This is an optimization exercise on Yosys and OpenROAD, whose aim is small area, a short achievable clock period and few clock cycles, not a production implementation.
No run shown here included a check of the RTL's function; only the layout flow was run.

==> flow/design.v (outline; a module is shown in full before it is edited, if it fits) <==
// module qgk: 586 lines
// module qgk_lanes: 26 lines
// module qgk_rqstep: 28 lines
// module qgk_smlad: 318 lines
// module qgk_add18: 55 lines
// module qgk_add32: 97 lines
// module qgk_add36: 107 lines
module qgk (
    input  wire        clk,
    input  wire        rst,
    input  wire        reg_wr,
    input  wire [6:0]  reg_addr,
    input  wire [31:0] reg_wdata,
    output reg  [31:0] reg_rdata,
    output wire        busy,
    output reg         mem_req,
    output reg         mem_we,
    output reg  [31:0] mem_addr,
    output reg  [3:0]  mem_be,
    output reg  [31:0] mem_wdata,
    input  wire        mem_ready,
    input  wire [31:0] mem_rdata
);
  // ...
==> flow/flow/run.sh <==
#!/bin/bash
# The standard ORFS layout (standard synthesis, floorplan, placement, CTS,
# routing), with ORFS's timing repair asked to keep a setup margin of
# MARGIN ns at the design's clock period. The make output goes to
# standard_flow.log; ORFS keeps each step's log under orfs/logs/.
set -euo pipefail
MARGIN=8
bash standard.sh SETUP_SLACK_MARGIN=$MARGIN finish > standard_flow.log 2>&1
==> flow/standard.sh <==
#!/bin/bash
# synth_recipe.tcl (not shown) runs the flow's synth.tcl, then flattens the netlist and writes it again
# the make line also repeats each setting of config.mk as NAME=value (left out here)
make -C /OpenROAD-flow-scripts/flow DESIGN_CONFIG=/design/flow/config.mk WORK_HOME=/design/flow/orfs CLKGATE_MAP_FILE= SYNTH_SCRIPT=/design/flow/synth_recipe.tcl "${@:-finish}"
==> flow/config.mk <==
export PLATFORM = sky130hd
export DESIGN_NAME = qgk
export DESIGN_NICKNAME = qgk
export VERILOG_FILES = /design/flow/design.v
export SDC_FILE = /design/flow/constraint.sdc
export NUM_CORES = 8
export LEC_CHECK = 0
export CAP_MARGIN = 20
export CORE_MARGIN = 2
export CORE_UTILIZATION = 40
export SLEW_MARGIN = 20
==> flow/constraint.sdc <==
create_clock -name core_clock -period 16.0 [get_ports {clk}]
set_input_delay 3.2000 -clock core_clock [delete_from_list [all_inputs] [get_ports {clk}]]
set_output_delay 3.2000 -clock core_clock [all_outputs]
set_load 0.01 [all_outputs]
==> summary.txt, run 1 <==
Setup WS post-layout - 6210 ps
Final Max Tran Viols - 0
Total wire length - 407000 microns
Initial Util - 40.2%
Root Driver - clkbuf_16
Mux contribution to synthesized area - 7.50%
Share of cells above drive strength 1 - 21.1%
Hold slack - 440 ps
Max cap viols - 0
Most common cell after layout, fill and taps aside - edfxtp_1
Biggest Area Class - multi-input combinational cells
Final period utilization - 61.2%
Post-synth top cells - 1097 x edfxtp_1, 778 x nand2_1, 607 x nor2_1, 523 x clkbuf_1, 500 x inv_1
Outcome - no timing/DRC/antenna violations
Complex-gate fraction of the synthesized area - 18.2%
CP endpoint kind - output pin
Dominant cells by area after synthesis - edfxtp_1 38%, fa_1 6.7%, ha_1 5.0%, mux2i_1 4.9%, xnor2_1 3.5%
Distinct cells, synth - 105
Worst Clk Skew - 63.5 ps
Setup TNS Final - 0 ps
Number of diodes - 17
Clock buffer count - 162
Most frequent cells in the layout - 1097 x edfxtp_1, 742 x nand2_1, 540 x nor2_1
Placer congestion estimate - 0.995
CP required - 12800 ps
Worst-path clk slew - 60 ps
==> module qgk, before the edit <==
module qgk (
    input  wire        clk,
    input  wire        rst,
    input  wire        reg_wr,
    input  wire [6:0]  reg_addr,
    input  wire [31:0] reg_wdata,
    output reg  [31:0] reg_rdata,
    output wire        busy,
    output reg         mem_req,
    output reg         mem_we,
    output reg  [31:0] mem_addr,
    output reg  [3:0]  mem_be,
    output reg  [31:0] mem_wdata,
    input  wire        mem_ready,
    input  wire [31:0] mem_rdata
);
    reg [31:0] cmd_r;
    reg        st_done, st_err;
    reg [2:0]  st_cause;
    reg [31:0] wptr, aptr, bptr, mptr, sptr, zptr, optr;
    reg [15:0] nch, klen;
    reg [7:0]  zw, zout, zin;
    reg [31:0] src, dst, len;
    reg [2:0]  pbit;
    reg [31:0] rqsum, rqmul;
    reg [7:0]  rqshift, rqres;
    reg [31:0] acc0, acc1, acc2, acc3;
    localparam S_IDLE = 5'd0,
               S_Z0   = 5'd1,    
               S_Z1   = 5'd2,
               S_BA   = 5'd3,    
               S_BB   = 5'd4,
               S_WA   = 5'd5,    
               S_WB   = 5'd6,
               S_X1   = 5'd7,    
               S_X2   = 5'd8,
               S_GW   = 5'd9,    
               S_OW   = 5'd10,   
               S_MA   = 5'd11,   
               S_MB   = 5'd12,
               S_S0   = 5'd13,
               S_S1   = 5'd14,
               S_TW   = 5'd15,   
               S_OP   = 5'd16,   
               S_U_RD = 5'd17,   
               S_U_WR = 5'd18,   
               S_P_OR = 5'd19,   
               S_P_RD = 5'd20,   
               S_P_WR = 5'd21,   
               S_C_RD = 5'd22,   
               S_C_WR = 5'd23,   
               S_RQ   = 5'd24;   
    reg [4:0] state;
    assign busy = (state != S_IDLE);
    reg [1:0]  wa, wo;
    reg        zpc;
    reg        conv;         
    reg [31:0] pw;           
    reg [15:0] ch;           
    reg [14:0] aw;           
    reg [15:0] co;           
    reg [1:0]  owk;          
    reg        fin;          
    reg [31:0] wra, wrb;     
    reg [7:0]  za, zb;
    reg [31:0] ma, mb;
    reg [7:0]  sa, sb;
    reg [15:0] b1, b2;       
    reg [35:0] la_r;         
    reg [31:0] xr;           
    reg        xv, xc;       
    reg        bias_a, bias_b;
    reg [31:0] wacc0, wacc1, wacc2, wacc3;
    wire [7:0] wa_mask = (wa == 2'd1) ? 8'h03 : (wa == 2'd2) ? 8'h0F : 8'hFF;
    wire [2:0] hmax = (wa == 2'd1) ? 3'd7 : (wa == 2'd2) ? 3'd3 : 3'd1;
    wire [16:0] row_bytes = (wa == 2'd1) ? {3'd0, klen[15:2]} :
                            (wa == 2'd2) ? {2'd0, klen[15:1]} : {1'b0, klen};
    wire [16:0] col_bytes = (wo == 2'd1) ? {3'd0, nch[15:2]} :
                            (wo == 2'd2) ? {2'd0, nch[15:1]} : {1'b0, nch};
    wire [3:0] d_op  = reg_wdata[3:0];
    wire [1:0] d_wa  = reg_wdata[5:4];
    wire [1:0] d_wo  = reg_wdata[7:6];
    wire       d_zpc = reg_wdata[8];
    wire d_hi_zero = (reg_wdata[31:9] == 23'd0);
    wire d_req  = d_hi_zero && d_op == 4'd4 && d_wa == 2'd0 && d_wo != 2'd0 && !d_zpc;
    wire d_gemm = d_hi_zero && d_op == 4'd5 && d_wa != 2'd0 && d_wo != 2'd0;
    wire d_cdc  = d_hi_zero && (d_op == 4'd1 || d_op == 4'd2 || d_op == 4'd3) &&
                  d_wa != 2'd0 && d_wo == 2'd0 && !d_zpc;
    wire [3:0] d_umask = (d_wa == 2'd1) ? 4'hF : (d_wa == 2'd2) ? 4'h7 : 4'h3;
    wire [1:0] d_nmask = (d_wo == 2'd1) ? 2'h3 : 2'h1;
    wire d_dims_ok  = ((nch[1:0] & d_nmask) == 2'd0) && ((klen[3:0] & d_umask) == 4'd0);
    wire d_align_ok = (wptr[1:0] == 2'd0) && (aptr[1:0] == 2'd0) &&
                      (bptr[1:0] == 2'd0) && (mptr[1:0] == 2'd0);
    wire d_pbit_ok  = (d_wa == 2'd1) ? !pbit[0] : (d_wa == 2'd2) ? (pbit[1:0] == 2'd0) : (pbit == 3'd0);
    wire d_grp = (d_wa == 2'd1) ? (len[31:4] != 28'd0) :
                 (d_wa == 2'd2) ? (len[31:3] != 29'd0) : (len[31:2] != 30'd0);
    wire [31:0] e_boff = (wa == 2'd1) ? {2'd0, pw[31:2]} : (wa == 2'd2) ? {1'b0, pw[31:1]} : pw;
    wire [2:0]  e_bit  = (wa == 2'd1) ? {pw[1:0], 1'b0} : (wa == 2'd2) ? {pw[0], 2'b0} : 3'd0;
    wire [3:0]  p_bsum = {1'b0, e_bit} + {1'b0, pbit};
    reg [31:0] a_base, a_off1;
    reg [16:0] a_off2;
    reg        a_cin;
    always @(*) begin
        a_base = src;
        a_off1 = 32'd0;
        a_off2 = 17'd0;
        a_cin  = 1'b0;
        case (state)
            S_Z0:   begin a_base = zptr; a_off1 = {16'd0, ch}; end
            S_Z1:   begin a_base = zptr; a_off1 = {16'd0, ch[15:1], 1'b1}; end
            S_BA:   begin a_base = bptr; a_off1 = {14'd0, ch, 2'b00}; end
            S_BB:   begin a_base = bptr; a_off1 = {14'd0, ch[15:1], 1'b1, 2'b00}; end
            S_WA:   begin a_base = wptr; a_off1 = {pw[29:0], 2'b00}; end
            S_WB:   begin a_base = wptr; a_off1 = {pw[29:0], 2'b00}; a_off2 = row_bytes; end
            S_X1:   begin a_base = aptr; a_off1 = {15'd0, aw, 2'b00}; end
            S_X2:   begin a_base = aptr; a_off1 = {15'd0, aw, 2'b00}; a_off2 = {klen, 1'b0}; end
            S_OW:   begin a_base = optr; a_off1 = {16'd0, co}; if (owk[0]) a_off2 = col_bytes; a_cin = owk[1]; end
            S_OP:   begin a_base = optr; a_off1 = {15'd0, col_bytes}; a_off2 = col_bytes; end
            S_MA:   begin a_base = mptr; a_off1 = {14'd0, ch, 2'b00}; end
            S_MB:   begin a_base = mptr; a_off1 = {14'd0, ch[15:1], 1'b1, 2'b00}; end
            S_S0:   begin a_base = sptr; a_off1 = {16'd0, ch}; end
            S_S1:   begin a_base = sptr; a_off1 = {16'd0, ch[15:1], 1'b1}; end
            S_U_RD, S_C_RD:
                    begin a_base = src; a_off1 = e_boff; end
            S_U_WR, S_C_WR:
                    begin a_base = dst; a_off1 = {pw[30:0], 1'b0}; end
            S_P_RD: begin a_base = src; a_off1 = {pw[30:0], 1'b0}; end
            S_P_OR, S_P_WR:
                    begin a_base = dst; a_off1 = e_boff; a_cin = p_bsum[3]; end
            default: ;
        endcase
    end
    wire [31:0] a_o2  = {15'd0, a_off2};
    wire [31:0] a_ps  = a_base ^ a_off1 ^ a_o2;
    wire [31:0] a_pc  = (a_base & a_off1) | (a_base & a_o2) | (a_off1 & a_o2);
    wire [31:0] baddr;
    wire        a_co;
    qgk_add32 u_aadd (.a(a_ps), .b({a_pc[30:0], a_cin}), .cin(1'b0), .s(baddr), .cout(a_co));
    wire [7:0]  rd_byte = mem_rdata[{baddr[1:0], 3'b000} +: 8];
    wire [7:0]  rd_next = mem_rdata[{baddr[1:0] + 2'd1, 3'b000} +: 8];
    wire        gemm_mode = (state <= S_OP);
    wire [2:0]  gj   = (wa == 2'd1) ? aw[2:0] : (wa == 2'd2) ? {1'b0, aw[1:0]} : {2'b0, aw[0]};
    wire [2:0]  cj   = (wa == 2'd1) ? pw[3:1] : (wa == 2'd2) ? {1'b0, pw[2:1]} : {2'b0, pw[1]};
    wire [17:0] lane_a, lane_b;
    qgk_lanes u_lane_a (.x(wra), .j(gemm_mode ? gj : cj), .code(wa), .z(gemm_mode ? za : zin), .l(lane_a));
    qgk_lanes u_lane_b (.x(wrb), .j(gj), .code(wa), .z(zb), .l(lane_b));
    wire [31:0] cv_word = {{7{lane_a[17]}}, lane_a[17:9], {7{lane_a[8]}}, lane_a[8:0]};
    wire [1:0]  u_lane  = src[1:0] + e_boff[1:0];
    wire [7:0]  u_byte  = wra[{u_lane, 3'b000} +: 8];
    wire [7:0]  u_fld   = (u_byte >> e_bit) & wa_mask;
    wire [15:0] u_half  = {8'd0, u_fld} - {8'd0, (conv ? zin : 8'd0)};
    wire [15:0] p_half  = (src[1] ^ pw[0]) ? wra[31:16] : wra[15:0];
    wire [7:0]  p_sat   = p_half[15] ? 8'd0 : (p_half > {8'd0, wa_mask}) ? wa_mask : p_half[7:0];
    wire [7:0]  p_old   = wrb[{baddr[1:0], 3'b000} +: 8];
    wire [7:0]  p_byte  = ((p_bsum[2:0] != 3'd0) ? p_old : 8'd0) | (p_sat << p_bsum[2:0]);
    wire [15:0] o_fld   = owk[0] ? b2 : b1;
    wire        o_half  = (wo == 2'd3) && !owk[1] && (baddr[1:0] != 2'd3);
    wire [7:0]  o_byte  = (wo != 2'd3) ? o_fld[15:8] : owk[1] ? o_fld[15:8] : o_fld[7:0];
    always @(*) begin
        mem_addr  = {baddr[31:2], 2'b00};
        mem_req   = 1'b0;
        mem_we    = 1'b0;
        mem_be    = 4'd0;
        mem_wdata = 32'd0;
        case (state)
            S_Z0, S_Z1, S_BA, S_BB, S_WA, S_WB, S_X1, S_X2,
            S_MA, S_MB, S_S0, S_S1, S_U_RD, S_P_OR, S_P_RD, S_C_RD:
                mem_req = 1'b1;
            S_U_WR: begin
                mem_req   = 1'b1;
                mem_we    = 1'b1;
                mem_be    = baddr[1] ? 4'b1100 : 4'b0011;
                mem_wdata = {2{u_half}};
            end
            S_C_WR: begin
                mem_req   = 1'b1;
                mem_we    = 1'b1;
                mem_be    = 4'b1111;
                mem_wdata = cv_word;
            end
            S_P_WR: begin
                mem_req   = 1'b1;
                mem_we    = 1'b1;
                mem_be    = 4'b0001 << baddr[1:0];
                mem_wdata = {4{p_byte}};
            end
            S_OW: begin
                mem_req   = 1'b1;
                mem_we    = 1'b1;
                if (o_half) begin
                    mem_be    = 4'b0011 << baddr[1:0];
                    mem_wdata = (baddr[1:0] == 2'd0) ? {16'd0, o_fld} :
                                (baddr[1:0] == 2'd1) ? {8'd0, o_fld, 8'd0} : {o_fld, 16'd0};
                end else begin
                    mem_be    = 4'b0001 << baddr[1:0];
                    mem_wdata = {4{o_byte}};
                end
            end
            default: ;
        endcase
    end
    wire ack = mem_req && mem_ready;
    always @(*) begin
        case (reg_addr[6:2])
            5'h00:   reg_rdata = cmd_r;
            5'h01:   reg_rdata = {24'd0, 1'b0, st_cause, 2'b00, st_err, st_done};
            5'h02:   reg_rdata = wptr;
            5'h03:   reg_rdata = aptr;
            5'h04:   reg_rdata = bptr;
            5'h05:   reg_rdata = mptr;
            5'h06:   reg_rdata = sptr;
            5'h07:   reg_rdata = zptr;
            5'h08:   reg_rdata = optr;
            5'h09:   reg_rdata = {klen, nch};
            5'h0A:   reg_rdata = {8'd0, zin, zout, zw};
            5'h0B:   reg_rdata = src;
            5'h0C:   reg_rdata = dst;
            5'h0D:   reg_rdata = len;
            5'h0E:   reg_rdata = {29'd0, pbit};
            5'h0F:   reg_rdata = rqsum;
            5'h10:   reg_rdata = rqmul;
            5'h11:   reg_rdata = {24'd0, rqshift};
            5'h12:   reg_rdata = {24'd0, rqres};
            5'h14:   reg_rdata = acc0;
            5'h15:   reg_rdata = acc1;
            5'h16:   reg_rdata = acc2;
            5'h17:   reg_rdata = acc3;
            default: reg_rdata = 32'd0;
        endcase
    end
    wire [17:0] x3lo, x3hi;
    wire        x3c0, x3c1;
    qgk_add18 u_x3lo (.a({{2{xr[15]}}, xr[15:0]}), .b({xr[15], xr[15:0], 1'b0}), .cin(1'b0), .s(x3lo), .cout(x3c0));
    qgk_add18 u_x3hi (.a({{2{xr[31]}}, xr[31:16]}), .b({xr[31], xr[31:16], 1'b0}), .cin(1'b0), .s(x3hi), .cout(x3c1));
    wire [31:0] mac_a, mac_b;
    qgk_smlad u_mac_a (.a0(la_r[8:0]),   .a1(la_r[17:9]),  .x0(xr[15:0]), .x1(xr[31:16]),
                       .t0(x3lo), .t1(x3hi), .acc(bias_a ? xr : xc ? wacc1 : wacc0), .q(mac_a));
    qgk_smlad u_mac_b (.a0(la_r[26:18]), .a1(la_r[35:27]), .x0(xr[15:0]), .x1(xr[31:16]),
                       .t0(x3lo), .t1(x3hi), .acc(bias_b ? xr : xc ? wacc3 : wacc2), .q(mac_b));
    always @(posedge clk) begin
        xr   <= mem_rdata;
        la_r <= (state == S_BA || state == S_BB) ? 36'd0 : {lane_b, lane_a};
        if (bias_a || (xv && !xc)) wacc0 <= mac_a;
        if (bias_a || (xv &&  xc)) wacc1 <= mac_a;
        if (bias_b || (xv && !xc)) wacc2 <= mac_b;
        if (bias_b || (xv &&  xc)) wacc3 <= mac_b;
    end
    localparam R_IDLE = 2'd0, R_LOAD = 2'd1, R_PSH = 2'd2, R_MUL = 2'd3;
    reg [1:0]  rq_ph;
    reg [31:0] rq_pre;
    reg        rq_pb;
    reg [31:0] rq_a;
    reg [4:0]  rq_cnt;
    reg        rq_ovf;
    reg [1:0]  rq_k;
    reg        rq_req;
    reg        rq_fin;       
    reg        rq_fodd;      
    reg        rq_freq;      
    reg [1:0]  rq_rem;
    reg        rq_start, rq_start_req;
    wire [31:0] r_sum = rq_req ? rqsum : (rq_k == 2'd0) ? acc0 : (rq_k == 2'd1) ? acc1 :
                                         (rq_k == 2'd2) ? acc2 : acc3;
    wire [31:0] r_m   = rq_req ? rqmul : rq_k[1] ? mb : ma;
    wire [7:0]  r_s   = rq_req ? rqshift : rq_k[1] ? sb : sa;
    wire        r_psh = r_s[7];                          
    wire [4:0]  r_n1c = (r_s[7:5] == 3'b111) ? ~r_s[4:0] : 5'd31;    
    wire [4:0]  r_n2  = r_s[7] ? 5'd0 : (r_s[6:5] != 2'b00) ? 5'd31 : r_s[4:0];
    wire [3:0]  r_steps = 4'd7 + {1'b0, r_n2[4:2]};
    wire        r_load = (rq_ph == R_LOAD);
    wire [3:0]  r_dig = r_load ? r_sum[3:0] : rq_pre[3:0];
    wire        r_dpb = r_load ? 1'b0 : rq_pb;
    wire [31:0] r_ain = r_load ? 32'd0 : rq_a;
    wire [35:0] r_acc;
    qgk_rqstep u_rqstep (.a(r_ain), .m(r_m), .d0({r_dig[1:0], r_dpb}), .d1(r_dig[3:1]), .s(r_acc));
    wire [10:0] f_lo  = rq_a[10:0] >> rq_rem;
    wire        f_neg = rq_a[31];
    wire [2:0]  f_hm  = (rq_rem == 2'd0) ? 3'b111 : (rq_rem == 2'd1) ? 3'b110 :
                        (rq_rem == 2'd2) ? 3'b100 : 3'b000;
    wire        f_h0  = (rq_a[31:11] == 21'd0) && ((rq_a[10:8] & f_hm) == 3'd0);
    wire        f_h1  = (rq_a[31:11] == {21{1'b1}}) && ((rq_a[10:8] & f_hm) == f_hm);
    wire [8:0]  f_sum = {1'b0, f_lo[7:0]} + {1'b0, zout};
    wire [7:0]  r_max = (wo == 2'd1) ? 8'd3 : (wo == 2'd2) ? 8'd15 : 8'd255;
    wire [7:0]  f_min = (f_sum[7:0] > r_max) ? r_max : f_sum[7:0];
    wire [7:0]  r_q   = f_h0 ? ((f_sum > {1'b0, r_max}) ? r_max : f_sum[7:0]) :
                        f_h1 ? (f_sum[8] ? f_min : 8'd0) :
                        f_neg ? 8'd0 : r_max;
    always @(posedge clk) begin
        rq_fin <= 1'b0;
        if (rst) begin
            rq_ph <= R_IDLE;
            rqres <= 8'd0;
        end else begin
            if (rq_fin && rq_freq)
                rqres <= r_q;
            case (rq_ph)
                R_IDLE: begin
                    rq_k   <= 2'd0;
                    rq_req <= rq_start_req;
                    if (rq_start || rq_start_req)
                        rq_ph <= R_LOAD;
                end
                R_LOAD: begin
                    rq_rem <= r_n2[1:0];
                    if (!r_psh) begin
                        rq_a     <= r_acc[35:4];
                        rq_pre   <= {{4{r_sum[31]}}, r_sum[31:4]};
                        rq_pb    <= r_sum[3];
                        rq_cnt   <= {1'b0, r_steps} - 5'd1;
                        rq_ph    <= R_MUL;
                    end else begin
                        rq_a     <= 32'd0;
                        rq_pre   <= r_sum;
                        rq_ovf   <= 1'b0;
                        rq_cnt   <= r_n1c;
                        rq_ph    <= R_PSH;
                    end
                end
                R_PSH: begin
                    rq_ovf <= rq_ovf | (rq_pre[31] ^ rq_pre[30]);
                    rq_pre <= {rq_pre[30:0], 1'b0};
                    rq_cnt <= rq_cnt - 5'd1;
                    if (rq_cnt == 5'd0) begin
                        if (rq_ovf || (rq_pre[31] ^ rq_pre[30]))
                            rq_pre <= r_sum[31] ? 32'h8000_0000 : 32'h7FFF_FFFF;
                        rq_pb  <= 1'b0;
                        rq_cnt <= {1'b0, r_steps};
                        rq_ph  <= R_MUL;
                    end
                end
                R_MUL: begin
                    rq_a   <= r_acc[35:4];
                    rq_pre <= {{4{rq_pre[31]}}, rq_pre[31:4]};
                    rq_pb  <= rq_pre[3];
                    rq_cnt <= rq_cnt - 5'd1;
                    if (rq_cnt == 5'd0) begin
                        rq_fin  <= 1'b1;
                        rq_fodd <= rq_k[0];
                        rq_freq <= rq_req;
                        rq_k    <= rq_k + 2'd1;
                        rq_ph   <= (rq_req || rq_k == 2'd3) ? R_IDLE : R_LOAD;
                    end
                end
            endcase
        end
    end
    always @(posedge clk) begin
        if (rq_fin && !rq_freq) begin
            if (!rq_fodd)
                b1 <= (wo == 2'd1) ? {r_q[1:0], b1[15:2]} : (wo == 2'd2) ? {r_q[3:0], b1[15:4]} : {r_q, b1[15:8]};
            else
                b2 <= (wo == 2'd1) ? {r_q[1:0], b2[15:2]} : (wo == 2'd2) ? {r_q[3:0], b2[15:4]} : {r_q, b2[15:8]};
        end
    end
    wire rq_idle = (rq_ph == R_IDLE) && !rq_start && !rq_start_req && !rq_fin;
    wire        h_wr = reg_wr && (state == S_IDLE);
    wire [31:0] dz   = reg_wdata & {32{~rst}};
    wire [4:0]  ha   = reg_addr[6:2];
    wire        snap = ack && (state == S_S0 || state == S_S1) && !(state == S_S0 && baddr[1:0] == 2'd3);
    always @(posedge clk) begin
        if (rst || (h_wr && ha == 5'h00)) cmd_r   <= dz;
        if (rst || (h_wr && ha == 5'h02)) wptr    <= dz;
        if (rst || (h_wr && ha == 5'h03)) aptr    <= dz;
        if (rst || (h_wr && ha == 5'h04)) bptr    <= dz;
        if (rst || (h_wr && ha == 5'h05)) mptr    <= dz;
        if (rst || (h_wr && ha == 5'h06)) sptr    <= dz;
        if (rst || (h_wr && ha == 5'h07)) zptr    <= dz;
        if (rst || (h_wr && ha == 5'h08) || state == S_OP)
            optr <= (state == S_OP && !rst) ? baddr : dz;
        if (rst || (h_wr && ha == 5'h09)) begin nch <= dz[15:0]; klen <= dz[31:16]; end
        if (rst || (h_wr && ha == 5'h0A)) begin zw <= dz[7:0]; zout <= dz[15:8]; zin <= dz[23:16]; end
        if (rst || (h_wr && ha == 5'h0B)) src     <= dz;
        if (rst || (h_wr && ha == 5'h0C)) dst     <= dz;
        if (rst || (h_wr && ha == 5'h0D)) len     <= dz;
        if (rst || (h_wr && ha == 5'h0E)) pbit    <= dz[2:0];
        if (rst || (h_wr && ha == 5'h0F)) rqsum   <= dz;
        if (rst || (h_wr && ha == 5'h10)) rqmul   <= dz;
        if (rst || (h_wr && ha == 5'h11)) rqshift <= dz[7:0];
        if (rst || snap) begin
            acc0 <= wacc0 & {32{~rst}};
            acc1 <= wacc1 & {32{~rst}};
            acc2 <= wacc2 & {32{~rst}};
            acc3 <= wacc3 & {32{~rst}};
        end
    end
    wire last_j   = (gj == hmax);
    wire last_aw  = ({aw, 1'b0} + 16'd2 == klen);         
    wire last_grp = ({aw, 1'b0} + {12'd0, hmax, 1'b0} + 16'd2 == klen);
    wire last_ch  = (ch + 16'd2 == nch);
    wire k_zero   = (klen == 16'd0);
    wire ow_need  = (wo != 2'd1) || !ch[1];
    wire ow_cend  = (wo != 2'd3) || o_half || owk[1];
    reg  [31:0] pw_op;
    always @(*) begin
        case (state)
            S_WB:    pw_op = last_grp ? {17'd0, row_bytes[16:2]} : 32'd0;
            S_C_WR:  pw_op = 32'd1;
            default: pw_op = 32'd0;
        endcase
    end
    wire [31:0] pw_nx;
    wire        pw_co;
    qgk_add32 u_pwadd (.a(pw), .b(pw_op), .cin(1'b1), .s(pw_nx), .cout(pw_co));
    wire [31:0] len_cmp = (state != S_C_WR) ? len :
                          (wa == 2'd1) ? {len[31:4], 4'd0} : (wa == 2'd2) ? {len[31:3], 3'd0} : {len[31:2], 2'd0};
    wire        pw_end  = (pw_nx == len_cmp);
    wire        c_tail  = (wa == 2'd1) ? (len[3:0] != 4'd0) : (wa == 2'd2) ? (len[2:0] != 3'd0) : (len[1:0] != 2'd0);
    always @(posedge clk) begin
        rq_start     <= 1'b0;
        rq_start_req <= 1'b0;
        xv           <= 1'b0;
        bias_a       <= 1'b0;
        bias_b       <= 1'b0;
        if (rst) begin
            state    <= S_IDLE;
            st_done  <= 1'b0;
            st_err   <= 1'b0;
            st_cause <= 3'd0;
        end else begin
            case (state)
                S_IDLE: begin
                    if (reg_wr) begin
                        case (reg_addr[6:2])
                            5'h00: begin
                                wa    <= d_wa;
                                wo    <= d_wo;
                                zpc   <= d_zpc;
                                conv  <= (d_op == 4'd3);
                                pw    <= 32'd0;
                                ch    <= 16'd0;
                                co    <= 16'd0;
                                za    <= zw;
                                zb    <= zw;
                                st_done  <= 1'b1;
                                st_err   <= 1'b0;
                                st_cause <= 3'd0;
                                if (!(d_req || d_gemm || d_cdc)) begin
                                    st_err <= 1'b1; st_cause <= 3'd1;
                                end else if (d_req) begin
                                    rq_start_req <= 1'b1;
                                    state <= S_RQ;
                                end else if (d_op == 4'd5) begin
                                    if (!d_dims_ok) begin
                                        st_err <= 1'b1; st_cause <= 3'd2;
                                    end else if (!d_align_ok) begin
                                        st_err <= 1'b1; st_cause <= 3'd3;
                                    end else if (nch != 16'd0)
                                        state <= d_zpc ? S_Z0 : S_BA;
                                end else if (d_op == 4'd1) begin
                                    if (dst[0]) begin
                                        st_err <= 1'b1; st_cause <= 3'd3;
                                    end else if (len != 32'd0)
                                        state <= S_U_RD;
                                end else if (d_op == 4'd2) begin
                                    if (!d_pbit_ok) begin
                                        st_err <= 1'b1; st_cause <= 3'd4;
                                    end else if (src[0]) begin
                                        st_err <= 1'b1; st_cause <= 3'd3;
                                    end else if (len != 32'd0)
                                        state <= S_P_RD;
                                end else begin
                                    if (src[1:0] != 2'd0 || dst[1:0] != 2'd0) begin
                                        st_err <= 1'b1; st_cause <= 3'd3;
                                    end else if (d_grp)
                                        state <= S_C_RD;
                                    else if (len != 32'd0)
                                        state <= S_U_RD;
                                end
                            end
                            default: ;
                        endcase
                    end
                end
                S_Z0: if (ack) begin
                    za <= rd_byte;
                    zb <= rd_next;
                    state <= (baddr[1:0] == 2'd3) ? S_Z1 : S_BA;
                end
                S_Z1: if (ack) begin zb <= rd_byte; state <= S_BA; end
                S_BA: if (ack) begin bias_a <= 1'b1; state <= S_BB; end
                S_BB: if (ack) begin
                    bias_b <= 1'b1;
                    aw     <= 15'd0;
                    owk    <= 2'd0;
                    fin    <= 1'b0;
                    if (!k_zero)
                        state <= S_WA;
                    else if (ch == 16'd0)
                        state <= S_MA;
                    else
                        state <= S_GW;
                end
                S_WA: if (ack) begin wra <= mem_rdata; state <= S_WB; end
                S_WB: if (ack) begin
                    wrb   <= mem_rdata;
                    pw    <= pw_nx;
                    state <= S_X1;
                end
                S_X1: if (ack) begin
                    xv    <= 1'b1;
                    xc    <= 1'b0;
                    state <= S_X2;
                end
                S_X2: if (ack) begin
                    xv    <= 1'b1;
                    xc    <= 1'b1;
                    aw    <= aw + 15'd1;
                    if (!last_aw)
                        state <= last_j ? S_WA : S_X1;
                    else if (ch == 16'd0)
                        state <= S_MA;
                    else if (rq_idle)
                        state <= ow_need ? S_OW : S_MA;
                    else
                        state <= S_GW;
                end
                S_GW: if (rq_idle) state <= ow_need ? S_OW : S_MA;
                S_OW: if (ack) begin
                    if (!ow_cend)
                        owk <= 2'b10 | owk;
                    else begin
                        owk <= {1'b0, ~owk[0]};
                        if (owk[0]) begin
                            co <= co + ((wo == 2'd3) ? 16'd2 : 16'd1);
                            state <= fin ? S_OP : S_MA;
                        end
                    end
                end
                S_OP: state <= S_IDLE;
                S_MA: if (ack) begin ma <= mem_rdata; state <= S_MB; end
                S_MB: if (ack) begin mb <= mem_rdata; state <= S_S0; end
                S_S0, S_S1: if (ack) begin
                    if (state == S_S0) begin
                        sa <= rd_byte;
                        sb <= rd_next;
                    end else
                        sb <= rd_byte;
                    if (state == S_S0 && baddr[1:0] == 2'd3)
                        state <= S_S1;
                    else begin
                        rq_start <= 1'b1;
                        if (last_ch)
                            state <= S_TW;
                        else begin
                            ch    <= ch + 16'd2;
                            state <= zpc ? S_Z0 : S_BA;
                        end
                    end
                end
                S_TW: begin
                    owk <= 2'd0;
                    fin <= 1'b1;
                    if (rq_idle) state <= S_OW;
                end
                S_U_RD: if (ack) begin wra <= mem_rdata; state <= S_U_WR; end
                S_U_WR: if (ack) begin
                    pw <= pw_nx;
                    state <= pw_end ? S_IDLE : S_U_RD;
                end
                S_P_RD: if (ack) begin
                    wra   <= mem_rdata;
                    state <= (p_bsum[2:0] != 3'd0) ? S_P_OR : S_P_WR;
                end
                S_P_OR: if (ack) begin wrb <= mem_rdata; state <= S_P_WR; end
                S_P_WR: if (ack) begin
                    pw <= pw_nx;
                    state <= pw_end ? S_IDLE : S_P_RD;
                end
                S_C_RD: if (ack) begin wra <= mem_rdata; state <= S_C_WR; end
                S_C_WR: if (ack) begin
                    pw <= pw_nx;
                    if (cj == hmax) begin
                        if (!pw_end)
                            state <= S_C_RD;
                        else if (c_tail)
                            state <= S_U_RD;
                        else
                            state <= S_IDLE;
                    end
                end
                S_RQ: if (rq_idle) state <= S_IDLE;
                default: state <= S_IDLE;
            endcase
        end
    end
endmodule
==> inputs of run 2 (changes only) <==
--- a/flow/design.v
+++ b/flow/design.v
@@ -61,6 +61,7 @@
     reg [15:0] co;           
     reg [1:0]  owk;          
     reg        fin;          
+    reg [31:0] ba;           
     reg [31:0] wra, wrb;     
     reg [7:0]  za, zb;
     reg [31:0] ma, mb;
@@ -68,6 +69,7 @@
     reg [15:0] b1, b2;       
     reg [35:0] la_r;         
     reg [31:0] xr;           
+    reg [17:0] x3lo, x3hi;   
     reg        xv, xc;       
     reg        bias_a, bias_b;
     reg [31:0] wacc0, wacc1, wacc2, wacc3;
@@ -94,9 +96,170 @@
     wire d_pbit_ok  = (d_wa == 2'd1) ? !pbit[0] : (d_wa == 2'd2) ? (pbit[1:0] == 2'd0) : (pbit == 3'd0);
     wire d_grp = (d_wa == 2'd1) ? (len[31:4] != 28'd0) :
                  (d_wa == 2'd2) ? (len[31:3] != 29'd0) : (len[31:2] != 30'd0);
-    wire [31:0] e_boff = (wa == 2'd1) ? {2'd0, pw[31:2]} : (wa == 2'd2) ? {1'b0, pw[31:1]} : pw;
+    reg [4:0] d_st;
+    reg [2:0] d_cause;
+    always @(*) begin
+        d_st    = S_IDLE;
+        d_cause = 3'd0;
+        if (!(d_req || d_gemm || d_cdc))
+            d_cause = 3'd1;
+        else if (d_req)
+            d_st = S_RQ;
+        else if (d_op == 4'd5) begin
+            if (!d_dims_ok)
+                d_cause = 3'd2;
+            else if (!d_align_ok)
+                d_cause = 3'd3;
+            else if (nch != 16'd0)
+                d_st = d_zpc ? S_Z0 : S_BA;
+        end else if (d_op == 4'd1) begin
+            if (dst[0])
+                d_cause = 3'd3;
+            else if (len != 32'd0)
+                d_st = S_U_RD;
+        end else if (d_op == 4'd2) begin
+            if (!d_pbit_ok)
+                d_cause = 3'd4;
+            else if (src[0])
+                d_cause = 3'd3;
+            else if (len != 32'd0)
+                d_st = S_P_RD;
+        end else begin
+            if (src[1:0] != 2'd0 || dst[1:0] != 2'd0)
+                d_cause = 3'd3;
+            else if (d_grp)
+                d_st = S_C_RD;
+            else if (len != 32'd0)
+                d_st = S_U_RD;
+        end
+    end
+    wire cmd_wr = reg_wr && (state == S_IDLE) && (reg_addr[6:2] == 5'h00);
+    always @(*) begin
+        case (state)
+            S_Z0, S_Z1, S_BA, S_BB, S_WA, S_WB, S_X1, S_X2, S_OW,
+            S_MA, S_MB, S_S0, S_S1, S_U_RD, S_U_WR, S_P_OR, S_P_RD, S_P_WR,
+            S_C_RD, S_C_WR:
+                mem_req = 1'b1;
+            default:
+                mem_req = 1'b0;
+        endcase
+    end
+    wire ack = mem_req && mem_ready;
+    wire [7:0]  rd_byte = mem_rdata[{ba[1:0], 3'b000} +: 8];
+    wire [7:0]  rd_next = mem_rdata[{ba[1:0] + 2'd1, 3'b000} +: 8];
+    wire [2:0]  gj       = (wa == 2'd1) ? aw[2:0] : (wa == 2'd2) ? {1'b0, aw[1:0]} : {2'b0, aw[0]};
+    wire [2:0]  cj       = (wa == 2'd1) ? pw[3:1] : (wa == 2'd2) ? {1'b0, pw[2:1]} : {2'b0, pw[1]};
+    wire        last_j   = (gj == hmax);
+    wire        last_aw  = ({aw, 1'b0} + 16'd2 == klen);         
+    wire        last_grp = ({aw, 1'b0} + {12'd0, hmax, 1'b0} + 16'd2 == klen);
+    wire        last_ch  = (ch + 16'd2 == nch);
+    wire        k_zero   = (klen == 16'd0);
+    wire        ow_need  = (wo != 2'd1) || !ch[1];
+    wire        o_half   = (wo == 2'd3) && !owk[1] && (ba[1:0] != 2'd3);
+    wire        ow_cend  = (wo != 2'd3) || o_half || owk[1];
+    wire        b_cross  = (ba[1:0] == 2'd3);
     wire [2:0]  e_bit  = (wa == 2'd1) ? {pw[1:0], 1'b0} : (wa == 2'd2) ? {pw[0], 2'b0} : 3'd0;
     wire [3:0]  p_bsum = {1'b0, e_bit} + {1'b0, pbit};
+    reg  [31:0] pw_op;
+    always @(*) begin
+        case (state)
+            S_WB:    pw_op = last_grp ? {17'd0, row_bytes[16:2]} : 32'd0;
+            S_C_WR:  pw_op = 32'd1;
+            default: pw_op = 32'd0;
+        endcase
+    end
+    wire [31:0] pw_nx;
+    wire        pw_co;
+    qgk_add32 u_pwadd (.a(pw), .b(pw_op), .cin(1'b1), .s(pw_nx), .cout(pw_co));
+    wire [31:0] len_cmp = (state != S_C_WR) ? len :
+                          (wa == 2'd1) ? {len[31:4], 4'd0} : (wa == 2'd2) ? {len[31:3], 3'd0} : {len[31:2], 2'd0};
+    wire        pw_end  = (pw_nx == len_cmp);
+    wire        c_tail  = (wa == 2'd1) ? (len[3:0] != 4'd0) : (wa == 2'd2) ? (len[2:0] != 3'd0) : (len[1:0] != 2'd0);
+    wire        rq_idle;
+    reg [4:0]  st_n;
+    reg [31:0] pw_n;
+    reg [15:0] ch_n, co_n;
+    reg [14:0] aw_n;
+    reg [1:0]  owk_n;
+    always @(*) begin
+        st_n  = state;
+        pw_n  = pw;
+        ch_n  = ch;
+        co_n  = co;
+        aw_n  = aw;
+        owk_n = owk;
+        case (state)
+            S_IDLE: if (cmd_wr) begin
+                st_n = d_st;
+                pw_n = 32'd0;
+                ch_n = 16'd0;
+                co_n = 16'd0;
+            end
+            S_Z0:   if (ack) st_n = b_cross ? S_Z1 : S_BA;
+            S_Z1:   if (ack) st_n = S_BA;
+            S_BA:   if (ack) st_n = S_BB;
+            S_BB:   if (ack) begin
+                aw_n  = 15'd0;
+                owk_n = 2'd0;
+                st_n  = !k_zero ? S_WA : (ch == 16'd0) ? S_MA : !rq_idle ? S_GW : ow_need ? S_OW : S_MA;
+            end
+            S_WA:   if (ack) st_n = S_WB;
+            S_WB:   if (ack) begin pw_n = pw_nx; st_n = S_X1; end
+            S_X1:   if (ack) st_n = S_X2;
+            S_X2:   if (ack) begin
+                aw_n = aw + 15'd1;
+                if (!last_aw)
+                    st_n = last_j ? S_WA : S_X1;
+                else
+                    st_n = (ch == 16'd0) ? S_MA : !rq_idle ? S_GW : ow_need ? S_OW : S_MA;
+            end
+            S_GW:   if (rq_idle) st_n = ow_need ? S_OW : S_MA;
+            S_OW:   if (ack) begin
+                if (!ow_cend)
+                    owk_n = 2'b10 | owk;
+                else begin
+                    owk_n = {1'b0, ~owk[0]};
+                    if (owk[0]) begin
+                        co_n = co + ((wo == 2'd3) ? 16'd2 : 16'd1);
+                        st_n = fin ? S_OP : S_MA;
+                    end
+                end
+            end
+            S_OP:   st_n = S_IDLE;
+            S_MA:   if (ack) st_n = S_MB;
+            S_MB:   if (ack) st_n = S_S0;
+            S_S0, S_S1: if (ack) begin
+                if (state == S_S0 && b_cross)
+                    st_n = S_S1;
+                else if (last_ch)
+                    st_n = S_TW;
+                else begin
+                    ch_n = ch + 16'd2;
+                    st_n = zpc ? S_Z0 : S_BA;
+                end
+            end
+            S_TW:   begin
+                owk_n = 2'd0;
+                if (rq_idle) st_n = S_OW;
+            end
+            S_U_RD: if (ack) st_n = S_U_WR;
+            S_U_WR: if (ack) begin pw_n = pw_nx; st_n = pw_end ? S_IDLE : S_U_RD; end
+            S_P_RD: if (ack) st_n = (p_bsum[2:0] != 3'd0) ? S_P_OR : S_P_WR;
+            S_P_OR: if (ack) st_n = S_P_WR;
+            S_P_WR: if (ack) begin pw_n = pw_nx; st_n = pw_end ? S_IDLE : S_P_RD; end
+            S_C_RD: if (ack) st_n = S_C_WR;
+            S_C_WR: if (ack) begin
+                pw_n = pw_nx;
+                if (cj == hmax)
+                    st_n = !pw_end ? S_C_RD : c_tail ? S_U_RD : S_IDLE;
+            end
+            S_RQ:   if (rq_idle) st_n = S_IDLE;
+            default: st_n = S_IDLE;
+        endcase
+    end
+    wire [2:0]  n_ebit  = (wa == 2'd1) ? {pw_n[1:0], 1'b0} : (wa == 2'd2) ? {pw_n[0], 2'b0} : 3'd0;
+    wire [31:0] n_eboff = (wa == 2'd1) ? {2'd0, pw_n[31:2]} : (wa == 2'd2) ? {1'b0, pw_n[31:1]} : pw_n;
+    wire [3:0]  n_pbsum = {1'b0, n_ebit} + {1'b0, pbit};
     reg [31:0] a_base, a_off1;
     reg [16:0] a_off2;
     reg        a_cin;
@@ -105,101 +268,87 @@
         a_off1 = 32'd0;
         a_off2 = 17'd0;
         a_cin  = 1'b0;
-        case (state)
-            S_Z0:   begin a_base = zptr; a_off1 = {16'd0, ch}; end
-            S_Z1:   begin a_base = zptr; a_off1 = {16'd0, ch[15:1], 1'b1}; end
-            S_BA:   begin a_base = bptr; a_off1 = {14'd0, ch, 2'b00}; end
-            S_BB:   begin a_base = bptr; a_off1 = {14'd0, ch[15:1], 1'b1, 2'b00}; end
-            S_WA:   begin a_base = wptr; a_off1 = {pw[29:0], 2'b00}; end
-            S_WB:   begin a_base = wptr; a_off1 = {pw[29:0], 2'b00}; a_off2 = row_bytes; end
-            S_X1:   begin a_base = aptr; a_off1 = {15'd0, aw, 2'b00}; end
-            S_X2:   begin a_base = aptr; a_off1 = {15'd0, aw, 2'b00}; a_off2 = {klen, 1'b0}; end
-            S_OW:   begin a_base = optr; a_off1 = {16'd0, co}; if (owk[0]) a_off2 = col_bytes; a_cin = owk[1]; end
+        case (st_n)
+            S_Z0:   begin a_base = zptr; a_off1 = {16'd0, ch_n}; end
+            S_Z1:   begin a_base = zptr; a_off1 = {16'd0, ch_n[15:1], 1'b1}; end
+            S_BA:   begin a_base = bptr; a_off1 = {14'd0, ch_n, 2'b00}; end
+            S_BB:   begin a_base = bptr; a_off1 = {14'd0, ch_n[15:1], 1'b1, 2'b00}; end
+            S_WA:   begin a_base = wptr; a_off1 = {pw_n[29:0], 2'b00}; end
+            S_WB:   begin a_base = wptr; a_off1 = {pw_n[29:0], 2'b00}; a_off2 = row_bytes; end
+            S_X1:   begin a_base = aptr; a_off1 = {15'd0, aw_n, 2'b00}; end
+            S_X2:   begin a_base = aptr; a_off1 = {15'd0, aw_n, 2'b00}; a_off2 = {klen, 1'b0}; end
+            S_OW:   begin a_base = optr; a_off1 = {16'd0, co_n}; if (owk_n[0]) a_off2 = col_bytes; a_cin = owk_n[1]; end
             S_OP:   begin a_base = optr; a_off1 = {15'd0, col_bytes}; a_off2 = col_bytes; end
-            S_MA:   begin a_base = mptr; a_off1 = {14'd0, ch, 2'b00}; end
-            S_MB:   begin a_base = mptr; a_off1 = {14'd0, ch[15:1], 1'b1, 2'b00}; end
-            S_S0:   begin a_base = sptr; a_off1 = {16'd0, ch}; end
-            S_S1:   begin a_base = sptr; a_off1 = {16'd0, ch[15:1], 1'b1}; end
+            S_MA:   begin a_base = mptr; a_off1 = {14'd0, ch_n, 2'b00}; end
+            S_MB:   begin a_base = mptr; a_off1 = {14'd0, ch_n[15:1], 1'b1, 2'b00}; end
+            S_S0:   begin a_base = sptr; a_off1 = {16'd0, ch_n}; end
+            S_S1:   begin a_base = sptr; a_off1 = {16'd0, ch_n[15:1], 1'b1}; end
             S_U_RD, S_C_RD:
-                    begin a_base = src; a_off1 = e_boff; end
-            S_U_WR, S_C_WR:
-                    begin a_base = dst; a_off1 = {pw[30:0], 1'b0}; end
-            S_P_RD: begin a_base = src; a_off1 = {pw[30:0], 1'b0}; end
+                    begin a_base = src; a_off1 = n_eboff; end
+            S_U_WR, S_C_WR, S_P_RD:
+                    begin a_base = (st_n == S_P_RD) ? src : dst; a_off1 = {pw_n[30:0], 1'b0}; end
             S_P_OR, S_P_WR:
-                    begin a_base = dst; a_off1 = e_boff; a_cin = p_bsum[3]; end
+                    begin a_base = dst; a_off1 = n_eboff; a_cin = n_pbsum[3]; end
             default: ;
         endcase
     end
     wire [31:0] a_o2  = {15'd0, a_off2};
     wire [31:0] a_ps  = a_base ^ a_off1 ^ a_o2;
     wire [31:0] a_pc  = (a_base & a_off1) | (a_base & a_o2) | (a_off1 & a_o2);
-    wire [31:0] baddr;
-    wire        a_co;
-    qgk_add32 u_aadd (.a(a_ps), .b({a_pc[30:0], a_cin}), .cin(1'b0), .s(baddr), .cout(a_co));
-    wire [7:0]  rd_byte = mem_rdata[{baddr[1:0], 3'b000} +: 8];
-    wire [7:0]  rd_next = mem_rdata[{baddr[1:0] + 2'd1, 3'b000} +: 8];
+    wire [31:0] na;
+    wire        na_co;
+    qgk_add32 u_aadd (.a(a_ps), .b({a_pc[30:0], a_cin}), .cin(1'b0), .s(na), .cout(na_co));
     wire        gemm_mode = (state <= S_OP);
-    wire [2:0]  gj   = (wa == 2'd1) ? aw[2:0] : (wa == 2'd2) ? {1'b0, aw[1:0]} : {2'b0, aw[0]};
-    wire [2:0]  cj   = (wa == 2'd1) ? pw[3:1] : (wa == 2'd2) ? {1'b0, pw[2:1]} : {2'b0, pw[1]};
     wire [17:0] lane_a, lane_b;
     qgk_lanes u_lane_a (.x(wra), .j(gemm_mode ? gj : cj), .code(wa), .z(gemm_mode ? za : zin), .l(lane_a));
     qgk_lanes u_lane_b (.x(wrb), .j(gj), .code(wa), .z(zb), .l(lane_b));
     wire [31:0] cv_word = {{7{lane_a[17]}}, lane_a[17:9], {7{lane_a[8]}}, lane_a[8:0]};
+    wire [31:0] e_boff  = (wa == 2'd1) ? {2'd0, pw[31:2]} : (wa == 2'd2) ? {1'b0, pw[31:1]} : pw;
     wire [1:0]  u_lane  = src[1:0] + e_boff[1:0];
     wire [7:0]  u_byte  = wra[{u_lane, 3'b000} +: 8];
     wire [7:0]  u_fld   = (u_byte >> e_bit) & wa_mask;
     wire [15:0] u_half  = {8'd0, u_fld} - {8'd0, (conv ? zin : 8'd0)};
     wire [15:0] p_half  = (src[1] ^ pw[0]) ? wra[31:16] : wra[15:0];
     wire [7:0]  p_sat   = p_half[15] ? 8'd0 : (p_half > {8'd0, wa_mask}) ? wa_mask : p_half[7:0];
-    wire [7:0]  p_old   = wrb[{baddr[1:0], 3'b000} +: 8];
+    wire [7:0]  p_old   = wrb[{ba[1:0], 3'b000} +: 8];
     wire [7:0]  p_byte  = ((p_bsum[2:0] != 3'd0) ? p_old : 8'd0) | (p_sat << p_bsum[2:0]);
     wire [15:0] o_fld   = owk[0] ? b2 : b1;
-    wire        o_half  = (wo == 2'd3) && !owk[1] && (baddr[1:0] != 2'd3);
     wire [7:0]  o_byte  = (wo != 2'd3) ? o_fld[15:8] : owk[1] ? o_fld[15:8] : o_fld[7:0];
     always @(*) begin
-        mem_addr  = {baddr[31:2], 2'b00};
-        mem_req   = 1'b0;
+        mem_addr  = {ba[31:2], 2'b00};
         mem_we    = 1'b0;
         mem_be    = 4'd0;
         mem_wdata = 32'd0;
         case (state)
-            S_Z0, S_Z1, S_BA, S_BB, S_WA, S_WB, S_X1, S_X2,
-            S_MA, S_MB, S_S0, S_S1, S_U_RD, S_P_OR, S_P_RD, S_C_RD:
-                mem_req = 1'b1;
             S_U_WR: begin
-                mem_req   = 1'b1;
                 mem_we    = 1'b1;
-                mem_be    = baddr[1] ? 4'b1100 : 4'b0011;
+                mem_be    = ba[1] ? 4'b1100 : 4'b0011;
                 mem_wdata = {2{u_half}};
             end
             S_C_WR: begin
-                mem_req   = 1'b1;
                 mem_we    = 1'b1;
                 mem_be    = 4'b1111;
                 mem_wdata = cv_word;
             end
             S_P_WR: begin
-                mem_req   = 1'b1;
                 mem_we    = 1'b1;
-                mem_be    = 4'b0001 << baddr[1:0];
+                mem_be    = 4'b0001 << ba[1:0];
                 mem_wdata = {4{p_byte}};
             end
             S_OW: begin
-                mem_req   = 1'b1;
                 mem_we    = 1'b1;
                 if (o_half) begin
-                    mem_be    = 4'b0011 << baddr[1:0];
-                    mem_wdata = (baddr[1:0] == 2'd0) ? {16'd0, o_fld} :
-                                (baddr[1:0] == 2'd1) ? {8'd0, o_fld, 8'd0} : {o_fld, 16'd0};
+                    mem_be    = 4'b0011 << ba[1:0];
+                    mem_wdata = (ba[1:0] == 2'd0) ? {16'd0, o_fld} :
+                                (ba[1:0] == 2'd1) ? {8'd0, o_fld, 8'd0} : {o_fld, 16'd0};
                 end else begin
-                    mem_be    = 4'b0001 << baddr[1:0];
+                    mem_be    = 4'b0001 << ba[1:0];
                     mem_wdata = {4{o_byte}};
                 end
             end
             default: ;
         endcase
     end
-    wire ack = mem_req && mem_ready;
     always @(*) begin
         case (reg_addr[6:2])
             5'h00:   reg_rdata = cmd_r;
@@ -228,10 +377,12 @@
             default: reg_rdata = 32'd0;
         endcase
     end
-    wire [17:0] x3lo, x3hi;
+    wire [17:0] x3lo_n, x3hi_n;
     wire        x3c0, x3c1;
-    qgk_add18 u_x3lo (.a({{2{xr[15]}}, xr[15:0]}), .b({xr[15], xr[15:0], 1'b0}), .cin(1'b0), .s(x3lo), .cout(x3c0));
-    qgk_add18 u_x3hi (.a({{2{xr[31]}}, xr[31:16]}), .b({xr[31], xr[31:16], 1'b0}), .cin(1'b0), .s(x3hi), .cout(x3c1));
+    qgk_add18 u_x3lo (.a({{2{mem_rdata[15]}}, mem_rdata[15:0]}), .b({mem_rdata[15], mem_rdata[15:0], 1'b0}),
+                      .cin(1'b0), .s(x3lo_n), .cout(x3c0));
+    qgk_add18 u_x3hi (.a({{2{mem_rdata[31]}}, mem_rdata[31:16]}), .b({mem_rdata[31], mem_rdata[31:16], 1'b0}),
+                      .cin(1'b0), .s(x3hi_n), .cout(x3c1));
     wire [31:0] mac_a, mac_b;
     qgk_smlad u_mac_a (.a0(la_r[8:0]),   .a1(la_r[17:9]),  .x0(xr[15:0]), .x1(xr[31:16]),
                        .t0(x3lo), .t1(x3hi), .acc(bias_a ? xr : xc ? wacc1 : wacc0), .q(mac_a));
@@ -239,6 +390,8 @@
                        .t0(x3lo), .t1(x3hi), .acc(bias_b ? xr : xc ? wacc3 : wacc2), .q(mac_b));
     always @(posedge clk) begin
         xr   <= mem_rdata;
+        x3lo <= x3lo_n;
+        x3hi <= x3hi_n;
         la_r <= (state == S_BA || state == S_BB) ? 36'd0 : {lane_b, lane_a};
         if (bias_a || (xv && !xc)) wacc0 <= mac_a;
         if (bias_a || (xv &&  xc)) wacc1 <= mac_a;
@@ -289,10 +442,7 @@
         rq_fin <= 1'b0;
         if (rst) begin
             rq_ph <= R_IDLE;
-            rqres <= 8'd0;
         end else begin
-            if (rq_fin && rq_freq)
-                rqres <= r_q;
             case (rq_ph)
                 R_IDLE: begin
                     rq_k   <= 2'd0;
@@ -352,11 +502,11 @@
                 b2 <= (wo == 2'd1) ? {r_q[1:0], b2[15:2]} : (wo == 2'd2) ? {r_q[3:0], b2[15:4]} : {r_q, b2[15:8]};
         end
     end
-    wire rq_idle = (rq_ph == R_IDLE) && !rq_start && !rq_start_req && !rq_fin;
+    assign rq_idle = (rq_ph == R_IDLE) && !rq_start && !rq_start_req && !rq_fin;
     wire        h_wr = reg_wr && (state == S_IDLE);
     wire [31:0] dz   = reg_wdata & {32{~rst}};
     wire [4:0]  ha   = reg_addr[6:2];
-    wire        snap = ack && (state == S_S0 || state == S_S1) && !(state == S_S0 && baddr[1:0] == 2'd3);
+    wire        snap = ack && (state == S_S1 || (state == S_S0 && !b_cross));
     always @(posedge clk) begin
         if (rst || (h_wr && ha == 5'h00)) cmd_r   <= dz;
         if (rst || (h_wr && ha == 5'h02)) wptr    <= dz;
@@ -366,7 +516,7 @@
         if (rst || (h_wr && ha == 5'h06)) sptr    <= dz;
         if (rst || (h_wr && ha == 5'h07)) zptr    <= dz;
         if (rst || (h_wr && ha == 5'h08) || state == S_OP)
-            optr <= (state == S_OP && !rst) ? baddr : dz;
+            optr <= (state == S_OP && !rst) ? ba : dz;
         if (rst || (h_wr && ha == 5'h09)) begin nch <= dz[15:0]; klen <= dz[31:16]; end
         if (rst || (h_wr && ha == 5'h0A)) begin zw <= dz[7:0]; zout <= dz[15:8]; zin <= dz[23:16]; end
         if (rst || (h_wr && ha == 5'h0B)) src     <= dz;
@@ -376,6 +526,7 @@
         if (rst || (h_wr && ha == 5'h0F)) rqsum   <= dz;
         if (rst || (h_wr && ha == 5'h10)) rqmul   <= dz;
         if (rst || (h_wr && ha == 5'h11)) rqshift <= dz[7:0];
+        if (rst || (rq_fin && rq_freq)) rqres <= r_q & {8{~rst}};
         if (rst || snap) begin
             acc0 <= wacc0 & {32{~rst}};
             acc1 <= wacc1 & {32{~rst}};
@@ -383,204 +534,55 @@
             acc3 <= wacc3 & {32{~rst}};
         end
     end
-    wire last_j   = (gj == hmax);
-    wire last_aw  = ({aw, 1'b0} + 16'd2 == klen);         
-    wire last_grp = ({aw, 1'b0} + {12'd0, hmax, 1'b0} + 16'd2 == klen);
-    wire last_ch  = (ch + 16'd2 == nch);
-    wire k_zero   = (klen == 16'd0);
-    wire ow_need  = (wo != 2'd1) || !ch[1];
-    wire ow_cend  = (wo != 2'd3) || o_half || owk[1];
-    reg  [31:0] pw_op;
-    always @(*) begin
-        case (state)
-            S_WB:    pw_op = last_grp ? {17'd0, row_bytes[16:2]} : 32'd0;
-            S_C_WR:  pw_op = 32'd1;
-            default: pw_op = 32'd0;
-        endcase
-    end
-    wire [31:0] pw_nx;
-    wire        pw_co;
-    qgk_add32 u_pwadd (.a(pw), .b(pw_op), .cin(1'b1), .s(pw_nx), .cout(pw_co));
-    wire [31:0] len_cmp = (state != S_C_WR) ? len :
-                          (wa == 2'd1) ? {len[31:4], 4'd0} : (wa == 2'd2) ? {len[31:3], 3'd0} : {len[31:2], 2'd0};
-    wire        pw_end  = (pw_nx == len_cmp);
-    wire        c_tail  = (wa == 2'd1) ? (len[3:0] != 4'd0) : (wa == 2'd2) ? (len[2:0] != 3'd0) : (len[1:0] != 2'd0);
     always @(posedge clk) begin
         rq_start     <= 1'b0;
         rq_start_req <= 1'b0;
         xv           <= 1'b0;
         bias_a       <= 1'b0;
         bias_b       <= 1'b0;
+        state <= rst ? S_IDLE : st_n;
+        ba    <= na;
+        pw    <= pw_n;
+        ch    <= ch_n;
+        co    <= co_n;
+        aw    <= aw_n;
+        owk   <= owk_n;
         if (rst) begin
-            state    <= S_IDLE;
             st_done  <= 1'b0;
             st_err   <= 1'b0;
             st_cause <= 3'd0;
         end else begin
+            if (cmd_wr) begin
+                wa    <= d_wa;
+                wo    <= d_wo;
+                zpc   <= d_zpc;
+                conv  <= (d_op == 4'd3);
+                za    <= zw;
+                zb    <= zw;
+                st_done  <= 1'b1;
+                st_err   <= (d_cause != 3'd0);
+                st_cause <= d_cause;
+                rq_start_req <= d_req;
+            end
             case (state)
-                S_IDLE: begin
-                    if (reg_wr) begin
-                        case (reg_addr[6:2])
-                            5'h00: begin
-                                wa    <= d_wa;
-                                wo    <= d_wo;
-                                zpc   <= d_zpc;
-                                conv  <= (d_op == 4'd3);
-                                pw    <= 32'd0;
-                                ch    <= 16'd0;
-                                co    <= 16'd0;
-                                za    <= zw;
-                                zb    <= zw;
-                                st_done  <= 1'b1;
-                                st_err   <= 1'b0;
-                                st_cause <= 3'd0;
-                                if (!(d_req || d_gemm || d_cdc)) begin
-                                    st_err <= 1'b1; st_cause <= 3'd1;
-                                end else if (d_req) begin
-                                    rq_start_req <= 1'b1;
-                                    state <= S_RQ;
-                                end else if (d_op == 4'd5) begin
-                                    if (!d_dims_ok) begin
-                                        st_err <= 1'b1; st_cause <= 3'd2;
-                                    end else if (!d_align_ok) begin
-                                        st_err <= 1'b1; st_cause <= 3'd3;
-                                    end else if (nch != 16'd0)
-                                        state <= d_zpc ? S_Z0 : S_BA;
-                                end else if (d_op == 4'd1) begin
-                                    if (dst[0]) begin
-                                        st_err <= 1'b1; st_cause <= 3'd3;
-                                    end else if (len != 32'd0)
-                                        state <= S_U_RD;
-                                end else if (d_op == 4'd2) begin
-                                    if (!d_pbit_ok) begin
-                                        st_err <= 1'b1; st_cause <= 3'd4;
-                                    end else if (src[0]) begin
-                                        st_err <= 1'b1; st_cause <= 3'd3;
-                                    end else if (len != 32'd0)
-                                        state <= S_P_RD;
-                                end else begin
-                                    if (src[1:0] != 2'd0 || dst[1:0] != 2'd0) begin
-                                        st_err <= 1'b1; st_cause <= 3'd3;
-                                    end else if (d_grp)
-                                        state <= S_C_RD;
-                                    else if (len != 32'd0)
-                                        state <= S_U_RD;
-                                end
-                            end
-                            default: ;
-                        endcase
-                    end
-                end
-                S_Z0: if (ack) begin
-                    za <= rd_byte;
-                    zb <= rd_next;
-                    state <= (baddr[1:0] == 2'd3) ? S_Z1 : S_BA;
-                end
-                S_Z1: if (ack) begin zb <= rd_byte; state <= S_BA; end
-                S_BA: if (ack) begin bias_a <= 1'b1; state <= S_BB; end
-                S_BB: if (ack) begin
-                    bias_b <= 1'b1;
-                    aw     <= 15'd0;
-                    owk    <= 2'd0;
-                    fin    <= 1'b0;
-                    if (!k_zero)
-                        state <= S_WA;
-                    else if (ch == 16'd0)
-                        state <= S_MA;
-                    else
-                        state <= S_GW;
-                end
-                S_WA: if (ack) begin wra <= mem_rdata; state <= S_WB; end
-                S_WB: if (ack) begin
-                    wrb   <= mem_rdata;
-                    pw    <= pw_nx;
-                    state <= S_X1;
-                end
-                S_X1: if (ack) begin
-                    xv    <= 1'b1;
-                    xc    <= 1'b0;
-                    state <= S_X2;
-                end
-                S_X2: if (ack) begin
-                    xv    <= 1'b1;
-                    xc    <= 1'b1;
-                    aw    <= aw + 15'd1;
-                    if (!last_aw)
-                        state <= last_j ? S_WA : S_X1;
-                    else if (ch == 16'd0)
-                        state <= S_MA;
-                    else if (rq_idle)
-                        state <= ow_need ? S_OW : S_MA;
-                    else
-                        state <= S_GW;
-                end
-                S_GW: if (rq_idle) state <= ow_need ? S_OW : S_MA;
-                S_OW: if (ack) begin
-                    if (!ow_cend)
-                        owk <= 2'b10 | owk;
-                    else begin
-                        owk <= {1'b0, ~owk[0]};
-                        if (owk[0]) begin
-                            co <= co + ((wo == 2'd3) ? 16'd2 : 16'd1);
-                            state <= fin ? S_OP : S_MA;
-                        end
-                    end
-                end
-                S_OP: state <= S_IDLE;
-                S_MA: if (ack) begin ma <= mem_rdata; state <= S_MB; end
-                S_MB: if (ack) begin mb <= mem_rdata; state <= S_S0; end
-                S_S0, S_S1: if (ack) begin
-                    if (state == S_S0) begin
-                        sa <= rd_byte;
-                        sb <= rd_next;
-                    end else
-                        sb <= rd_byte;
-                    if (state == S_S0 && baddr[1:0] == 2'd3)
-                        state <= S_S1;
-                    else begin
-                        rq_start <= 1'b1;
-                        if (last_ch)
-                            state <= S_TW;
-                        else begin
-                            ch    <= ch + 16'd2;
-                            state <= zpc ? S_Z0 : S_BA;
-                        end
-                    end
-                end
-                S_TW: begin
-                    owk <= 2'd0;
-                    fin <= 1'b1;
-                    if (rq_idle) state <= S_OW;
-                end
-                S_U_RD: if (ack) begin wra <= mem_rdata; state <= S_U_WR; end
-                S_U_WR: if (ack) begin
-                    pw <= pw_nx;
-                    state <= pw_end ? S_IDLE : S_U_RD;
-                end
-                S_P_RD: if (ack) begin
-                    wra   <= mem_rdata;
-                    state <= (p_bsum[2:0] != 3'd0) ? S_P_OR : S_P_WR;
-                end
-                S_P_OR: if (ack) begin wrb <= mem_rdata; state <= S_P_WR; end
-                S_P_WR: if (ack) begin
-                    pw <= pw_nx;
-                    state <= pw_end ? S_IDLE : S_P_RD;
-                end
-                S_C_RD: if (ack) begin wra <= mem_rdata; state <= S_C_WR; end
-                S_C_WR: if (ack) begin
-                    pw <= pw_nx;
-                    if (cj == hmax) begin
-                        if (!pw_end)
-                            state <= S_C_RD;
-                        else if (c_tail)
-                            state <= S_U_RD;
-                        else
-                            state <= S_IDLE;
-                    end
-                end
-                S_RQ: if (rq_idle) state <= S_IDLE;
-                default: state <= S_IDLE;
+                S_Z0: if (ack) begin za <= rd_byte; zb <= rd_next; end
+                S_Z1: if (ack) zb <= rd_byte;
+                S_BA: if (ack) bias_a <= 1'b1;
+                S_BB: if (ack) begin bias_b <= 1'b1; fin <= 1'b0; end
+                S_WA: if (ack) wra <= mem_rdata;
+                S_WB: if (ack) wrb <= mem_rdata;
+                S_X1: if (ack) begin xv <= 1'b1; xc <= 1'b0; end
+                S_X2: if (ack) begin xv <= 1'b1; xc <= 1'b1; end
+                S_MA: if (ack) ma <= mem_rdata;
+                S_MB: if (ack) mb <= mem_rdata;
+                S_S0: if (ack) begin sa <= rd_byte; sb <= rd_next; end
+                S_S1: if (ack) sb <= rd_byte;
+                S_TW: fin <= 1'b1;
+                S_U_RD, S_P_RD, S_C_RD: if (ack) wra <= mem_rdata;
+                S_P_OR: if (ack) wrb <= mem_rdata;
+                default: ;
             endcase
+            if (snap) rq_start <= 1'b1;
         end
     end
 endmodule
==> flow/run.sh (new file) <==
#!/bin/bash
# synth_recipe.tcl (not shown) runs the flow's synth.tcl, then flattens the netlist and writes it again
# the make line also repeats each setting of config.mk as NAME=value (left out here)
make -C /OpenROAD-flow-scripts/flow DESIGN_CONFIG=/design/flow/config.mk WORK_HOME=/design/flow/orfs CLKGATE_MAP_FILE= SYNTH_SCRIPT=/design/flow/synth_recipe.tcl finish
--- a/flow/config.mk
+++ b/flow/config.mk
@@ -8,4 +8,5 @@
 export CAP_MARGIN = 20
 export CORE_MARGIN = 2
 export CORE_UTILIZATION = 40
+export SETUP_SLACK_MARGIN = 5
 export SLEW_MARGIN = 20
removed: flow/flow/run.sh
removed: flow/standard.sh
==> summary.txt, run 2 <==
Outcome - no timing/DRC/antenna violations
Share of cells above drive strength 1 - 11.2% (-9.9 points)
First-pass DRT Iterations - 10
Final ANT Viol Nets - 0
# IOs - 178
Initial Util - 40.2% (-0.052 points)
Crit path max-delay cell type - or4_4
Total wire length - 380000 microns (-6.5%)
Synthesis-stage register bit count - 1257
Gr ovfl total - 0
CP Data Arrival Time - 14030 ps
Setup TNS Final - 0 ps (unchanged)
Dominant cells by area after synthesis - edfxtp_1 35%, fa_1 6.5%, dfxtp_1 5.3%, ha_1 5.0%, mux2i_1 4.1%
Reg2reg start - wa[0]$_DFFE_PP_
Hold slack - 488 ps (+47.5 ps)
Bufs on Longest Clock Path - 3
Worst Clk Skew - 97.4 ps (+33.8 ps)
Clock insertion delay at the later pin of the skew report - 870 ps
Post-route minimum period - 13320 ps
Max FFs per register - 36
Main synth FF type - edfxtp_1
Most frequent cells in the layout - 1025 x edfxtp_1, 632 x nand2_1, 542 x nor2_1
Crit-path max FO - 7
Number of remaining DRC errors - 0
Row count - 172
Post-synth ARST share - 0%
Worst-path clk slew - 60 ps (about the same)
Distinct cells, synth - 110 (+4.8%)
Worst setup endpoint - ba[31]$_DFF_P_
Placer congestion estimate - 1.02 (+2.2%)
Post-synth top cells - 1025 x edfxtp_1, 637 x nand2_1, 577 x nor2_1, 531 x o21ai_0, 528 x clkbuf_1
Root Driver - clkbuf_16
Clock sinks - 1257
Most common cell after layout, fill and taps aside - edfxtp_1
Synth Cell Area - 0.0882 sq mm
CP endpoint kind - flip-flop
CP Class - flip-flop to flip-flop
Worst slew pin tran - 1220 ps
Hpwl dp - 287000 microns
CP required - 16700 ps (+3900 ps)
Buf/Inv on CP - 9
Setup WS post-layout - 2680 ps (-3530 ps)
Util after Layout - 45.5%
Max cap viols - 0 (unchanged)
Final period utilization - 83.3% (+22 points)
Final Max Tran Viols - 0 (unchanged)
[run 2: cell types whose count changed after synthesis, moves of 44 or more]
| cell | change |
|---|---|
| a22o_1 | +97 |
| mux2i_1 | -60 |
| a22oi_1 | +108 |
| dfxtp_1 | +138 |
| nand4_1 | +54 |
| nand2_1 | -141 |
| o21ai_0 | +44 |
| edfxtp_1 | -72 |
| a21oi_1 | +52 |
| o211ai_1 | -65 |
[run 2: per-layer routing]
| layer | vias to the layer above | routed length, microns | GRT usage, % | share of wire [%] |
|---|---|---|---|---|
| met5 | - | 148 | 0 | 0.039 |
| met4 | 20 | 25200 | 18.2 | 6.6 |
| met3 | 793 | 42600 | 7.87 | 11 |
| met2 | 4822 | 162000 | 49.1 | 43 |
| met1 | 37375 | 150000 | 43.9 | 39 |
| li1 | 32379 | - | - | - |
[run 2: cells by family after synthesis]
kind of cell    synth area share, %
flops                          40.2
fa+ha+maj                      11.6
other cells                 0.00425
mux                            6.77
compound gates                 19.3
simple gates                   11.9
xor+xnor                       4.76
buf+inv                        5.51
[run 2: area by class of cell]
type                    instances  area (sq um)
flip-flops and latches       1257         35400
clock buffers                 183          3990
well taps                    2871          3590
repair buffers                545          4720
fillers                     20539        120000
multi-input cells            6301         48900
clock inverters                92          1320
diodes                         12          30.0
inverters                     515          1940
[run 2: how the worst min path moves through the flow]
stage / start / end / slack, ps / cells after the start
finish: wacc1[13]$_DFFE_PP_ / acc1[13]$_DFFE_PP_ / 490 / 1
global route: st_cause[2]$_SDFFE_PP0P_ / st_cause[2]$_SDFFE_PP0P_ / 490 / 1
CTS: st_cause[0]$_SDFFE_PP0P_ / st_cause[0]$_SDFFE_PP0P_ / 480 / 2
detailed placement: st_cause[0]$_SDFFE_PP0P_ / st_cause[0]$_SDFFE_PP0P_ / 470 / 2
global placement: st_done$_SDFFE_PP0P_ / st_done$_SDFFE_PP0P_ / 460 / 2
floorplan: st_cause[1]$_SDFFE_PP0P_ / st_cause[1]$_SDFFE_PP0P_ / 420 / 2
[run 2: metrics by stage]
step,instances,instance area (sq um)
6_report,11776,99900
3_3_place_gp,11420,93400
3_5_place_dp,11423,93500
2_1_floorplan,8780,88400
5_1_grt,11768,99900
4_1_cts,11751,99500
[run 2: worst register-to-register path: cells and delay by family, from the launching register on]
kind | cells | cell delay, ps
xor gates and xnor gates | 3 | 580
AOI/OAI and AO/OA | 29 | 4750
DFF | 1 | 420
buffers and inverters | 9 | 1010
adders and majority gates | 10 | 3060
and+or+nand+nor | 16 | 3370
[run 2: repair_timing]
action                                  CTS  global route
hold buffers                              0             0
setup buffers                            51             9
endpoints found under the setup margin   39            43
resized for setup                        73            39
pin swaps                                37            33
gates cloned                              2             0
hold endpoints to repair                  0             0

[what the ideal ports hide]
Ports are ideal in the flow. The routed layouts listed here were re-timed in OpenROAD. Step 1 (the two cells are an assumption about what drives the block):
set clk [get_ports {clk}]
set_driving_cell -lib_cell sky130_fd_sc_hd__clkbuf_16 $clk
set_driving_cell -lib_cell sky130_fd_sc_hd__buf_2 [delete_from_list [all_inputs] $clk]
Step 2 also shifts input and output timing later by t, the mid clock arrival at the registers, as if the neighbouring blocks saw the same clock. a / b / c = ideal / step 1 / step 2; a / b = the first two.
run	t (ns)	slack for setup (ns)	worst setup path at the end
run 1	0.899	6.205 / 6.119 / 7.017	register to output
run 2	0.928	2.675 / 2.675 / 2.675	register to register
After both steps every run listed still meets setup and hold.
